Background: an optimization exercise with open tools, aiming at small area. Do not read the settings as production practice. Where RTL was checked, it was by simulation tests only, not by an equivalence proof against the original. Power and IR drop assume default switching activity.

Design crc_link_engine, start of the top module:
module crc_link_engine (
    input  wire        clk,
    input  wire        rst,           
    input  wire        host_wr,
    input  wire [15:0] host_addr,
    input  wire [7:0]  host_wdata,
    output reg  [7:0]  host_rdata,
    input  wire        rx_valid,
    input  wire [7:0]  rx_data,
    output reg         rx_ready,
    output wire        tx_valid,
    output reg  [7:0]  tx_data,
    input  wire        tx_ready,
    output wire        busy
);
Size: about 5600 cells after synthesis, roughly 56 I/O pins, roughly 64000 sq um of cells after synthesis.
Settings: LEC_CHECK=0, CAP_MARGIN=20, CORE_MARGIN=2, CORE_UTILIZATION=60, CTS_BUF_LIST=sky130_fd_sc_hd__clkbuf_8 sky130_fd_sc_hd__clkbuf_16, CTS_CLUSTER_DIAMETER=100, CTS_CLUSTER_SIZE=24, PLACE_DENSITY=0.7, SLEW_MARGIN=20, SYNTH_HIERARCHICAL=1, SYNTH_MINIMUM_KEEP_SIZE=0; clock period 10.0 ns.
run.sh (not shown) runs the stock make flow with config.mk's settings and CLKGATE_MAP_FILE= SYNTH_SCRIPT=/design/flow/synth_recipe.tcl, a recipe that flattens the netlist after the stock synthesis.
==> next run, changes <==
--- a/flow/config.mk
+++ b/flow/config.mk
@@ -13,0 +14 @@
+export GPL_TIMING_DRIVEN = 0
The changed run completed and failed the layout checks on setup timing.
Clock-buffer cell count rises by 4.
Critical path depth stays the same.
Final cell count fell by 5.7%.
Power fell by 1.1%.
Setup slack loses 0.13 ns.
Non-clock buffer count goes down by 449.
Final area goes down by 5.4%.
Register-to-register slack is worse by 0.61 ns.

* * *

== the baseline ==
Another version of the RTL of crc_link_engine (not shown whole).
Size in the first run: ~5,400 cells after synthesis, ~2,200 flip-flops, about 56 I/O pins.
clock: 10.0 ns
lec_check: 0
cap_margin: 20
core_margin: 2
core_utilization: 60
cts_buf_list: sky130_fd_sc_hd__clkbuf_8 sky130_fd_sc_hd__clkbuf_16
cts_cluster_diameter: 100
cts_cluster_size: 30
place_density: 0.7
slew_margin: 20
synth_hierarchical: 1
synth_minimum_keep_size: 0
The baseline was carried through to the last stage, and its layout satisfied the timing, design-rule and antenna checks.
Here is what was changed in the inputs of the candidate compared with the baseline.
Settings: CTS_CLUSTER_SIZE: 30 -> 24; GPL_TIMING_DRIVEN: unset -> 0.
Results
- Status | the candidate and the baseline | clean except the candidate
- | the candidate | all stages done | FAIL | setup timing |
- The candidate vs the baseline: count of buffers from port buffering down
- In the route summary, the candidate ends up with a via count below that of the baseline.
- Higher clock period minus worst slack among the candidate and the baseline: the candidate
- Total routed wire length on the met1 layer delta (the candidate -> the baseline): insignificant
- Capture point of the critical path = host_rdata[3]: the baseline; capture point of the critical path = host_rdata[0]: the candidate
- Against the baseline, the candidate comes in 0.38 mW higher on total power draw.
- Summary — number of endpoints failing setup at the final stage, the candidate relative to the baseline: higher, by 2.
No run of this note included a check of the RTL's function; only the layout flow was run.

* * *

== nickel ==
Another version of the RTL of crc_link_engine (not shown whole).
Size in the first run: about 5600 cells after synthesis, ~56 I/O pins, about 64000 µm² of cells after synthesis.
==> flow/design.v (excerpt) <==
module crc_link_engine (
    input  wire        clk,
    input  wire        rst,           
    input  wire        host_wr,
    input  wire [15:0] host_addr,
    input  wire [7:0]  host_wdata,
    output reg  [7:0]  host_rdata,
    input  wire        rx_valid,
    input  wire [7:0]  rx_data,
    output reg         rx_ready,
    output wire        tx_valid,
    output reg  [7:0]  tx_data,
    input  wire        tx_ready,
    output wire        busy
);
    localparam NB = 247;              
    localparam [3:0] S_IDLE      = 4'h0,
                     S_DRAIN     = 4'h1,
                     S_AWAIT_ACK = 4'h2,
                     S_RETRY     = 4'h3,
                     S_AWAIT_RSP = 4'h4,
                     S_SEND_RACK = 4'h5,
                     S_DRAIN_TR  = 4'h6,
                     S_DONE      = 4'h7,
                     S_FAILED    = 4'h8;
    localparam [2:0] R_NONE     = 3'd0,
                     R_OK       = 3'd1,
                     R_COMM     = 3'd2,
                     R_CORRUPT  = 3'd3,
                     R_SEQ      = 3'd4,
                     R_PAYLOAD  = 3'd5,
                     R_UNKNOWN  = 3'd6,
                     R_ABORTED  = 3'd7;
    localparam [1:0] P_HDR = 2'd0, P_PAY = 2'd1, P_CRC = 2'd2, P_END = 2'd3;
    function [15:0] crc_step;
        input [15:0] c;
        input [7:0]  x;
        integer k;
        reg [15:0] v;
        begin
            v = c ^ {x, 8'h00};
            for (k = 0; k < 8; k = k + 1)
  ...
clock: 10.0 ns
lec_check: 0
cap_margin: 20
core_margin: 2
core_utilization: 60
cts_buf_list: sky130_fd_sc_hd__clkbuf_8 sky130_fd_sc_hd__clkbuf_16
cts_cluster_diameter: 80
cts_cluster_size: 28
gpl_timing_driven: 0
place_density: 0.7
setup_slack_margin: 0.2
slew_margin: 20
synth_hierarchical: 1
synth_minimum_keep_size: 0
--- input diff nickel..tundra ---
-- flow/config.mk --
<<< nickel, line 10
export CORE_UTILIZATION = 60
export CTS_BUF_LIST = sky130_fd_sc_hd__clkbuf_8 sky130_fd_sc_hd__clkbuf_16
export CTS_CLUSTER_DIAMETER = 80
export CTS_CLUSTER_SIZE = 28
export GPL_TIMING_DRIVEN = 0
export PLACE_DENSITY = 0.7
>>> tundra, line 10
export CORE_UTILIZATION = 60
export CTS_BUF_LIST = sky130_fd_sc_hd__clkbuf_8 sky130_fd_sc_hd__clkbuf_16
export CTS_CLUSTER_DIAMETER = 100
export CTS_CLUSTER_SIZE = 24
export GPL_TIMING_DRIVEN = 0
export PLACE_DENSITY = 0.7
Findings:
- The wire length per cell after detailed routing on tundra is in line with that on nickel.
- The share of power burned in combinational logic was comparable across tundra and nickel.
- As far as clock skew is concerned, tundra and nickel perform about the same.

* * *

== v18 ==
crc_link_engine, a different RTL version from the one above (not shown whole).
Size: about 5600 cells after synthesis, ~56 I/O pins.
clock: 10.0 ns
lec_check: 0
cap_margin: 20
core_margin: 2
core_utilization: 60
cts_buf_list: sky130_fd_sc_hd__clkbuf_8 sky130_fd_sc_hd__clkbuf_16
cts_cluster_diameter: 80
cts_cluster_size: 32
gpl_timing_driven: 0
place_density: 0.7
setup_slack_margin: 0.2
slew_margin: 20
synth_hierarchical: 1
synth_minimum_keep_size: 0
Edits applied to the flow inputs when going from v18 to v38:
==> flow/config.mk <==
export PLATFORM = sky130hd
export DESIGN_NAME = crc_link_engine
export DESIGN_NICKNAME = crc_link_engine
export VERILOG_FILES = /design/flow/design.v
export SDC_FILE = /design/flow/constraint.sdc
export NUM_CORES = 4
export LEC_CHECK = 0
export CAP_MARGIN = 20
export CORE_MARGIN = 2
export CORE_UTILIZATION = 60
export CTS_BUF_LIST = sky130_fd_sc_hd__clkbuf_8 sky130_fd_sc_hd__clkbuf_16
export CTS_CLUSTER_DIAMETER = 100
export CTS_CLUSTER_SIZE = 24
export GPL_TIMING_DRIVEN = 0
export PLACE_DENSITY = 0.7
export SLEW_MARGIN = 20
export SYNTH_HIERARCHICAL = 1
export SYNTH_MINIMUM_KEEP_SIZE = 0
Findings:
- Completing all stages was not enough for v38: its layout failed the final checks because of setup timing.
- Fraction of area in non-clock buffers of v18 is on par with v38.
- Against v18, total power draw in v38 rose slightly.
- Cell area (higher): v38
- For count of clock-buffer cells in the layout, dividing the value from v18 by the value from v38 gives 0.825.
- On via count, v18 and v38 are basically level.

[port drivers added, routing unchanged]
How much do the figures lean on ideal ports? The routed layouts below were timed once more, with nothing changed but the port constraints. Step 1 (the two cells are an assumption about what drives the block):
set clk [get_ports {clk}]
set_driving_cell -lib_cell sky130_fd_sc_hd__clkbuf_16 $clk
set_driving_cell -lib_cell sky130_fd_sc_hd__buf_2 [delete_from_list [all_inputs] $clk]
Step 2 times the ports against the registers' clock, not the clock port: input delays grow and output delays shrink by t, the midpoint of the rising clock arrivals with the driver on. Slacks: no drivers / after step 1 / after step 2; pairs: no drivers / after step 1.
| run | shift t [ns] | setup WS [ns] | worst setup path after step 2 |
|---|---|---|---|
| the first run of note 1 | 0.782 | 0.119 / 0.078 / 0.078 | input to output |
| the second run of note 1 | 0.790 | -0.016 / -0.038 / -0.038 | input to output |
| the baseline | 0.790 | 0.152 / 0.131 / 0.131 | input to output |
| the candidate | 0.790 | -0.008 / -0.072 / -0.072 | input to output |
| nickel | 0.776 | 0.221 / 0.199 / 0.199 | input to output |
| tundra | 0.798 | 0.232 / 0.210 / 0.210 | input to output |
| v18 | 0.778 | 0.161 / 0.138 / 0.138 | input to output |
| v38 | 0.801 | -0.089 / -0.165 / -0.165 | input to output |
For v38, which loses most, drivers alone change the setup slack by -0.076 ns; drivers and shift together by -0.076 ns.
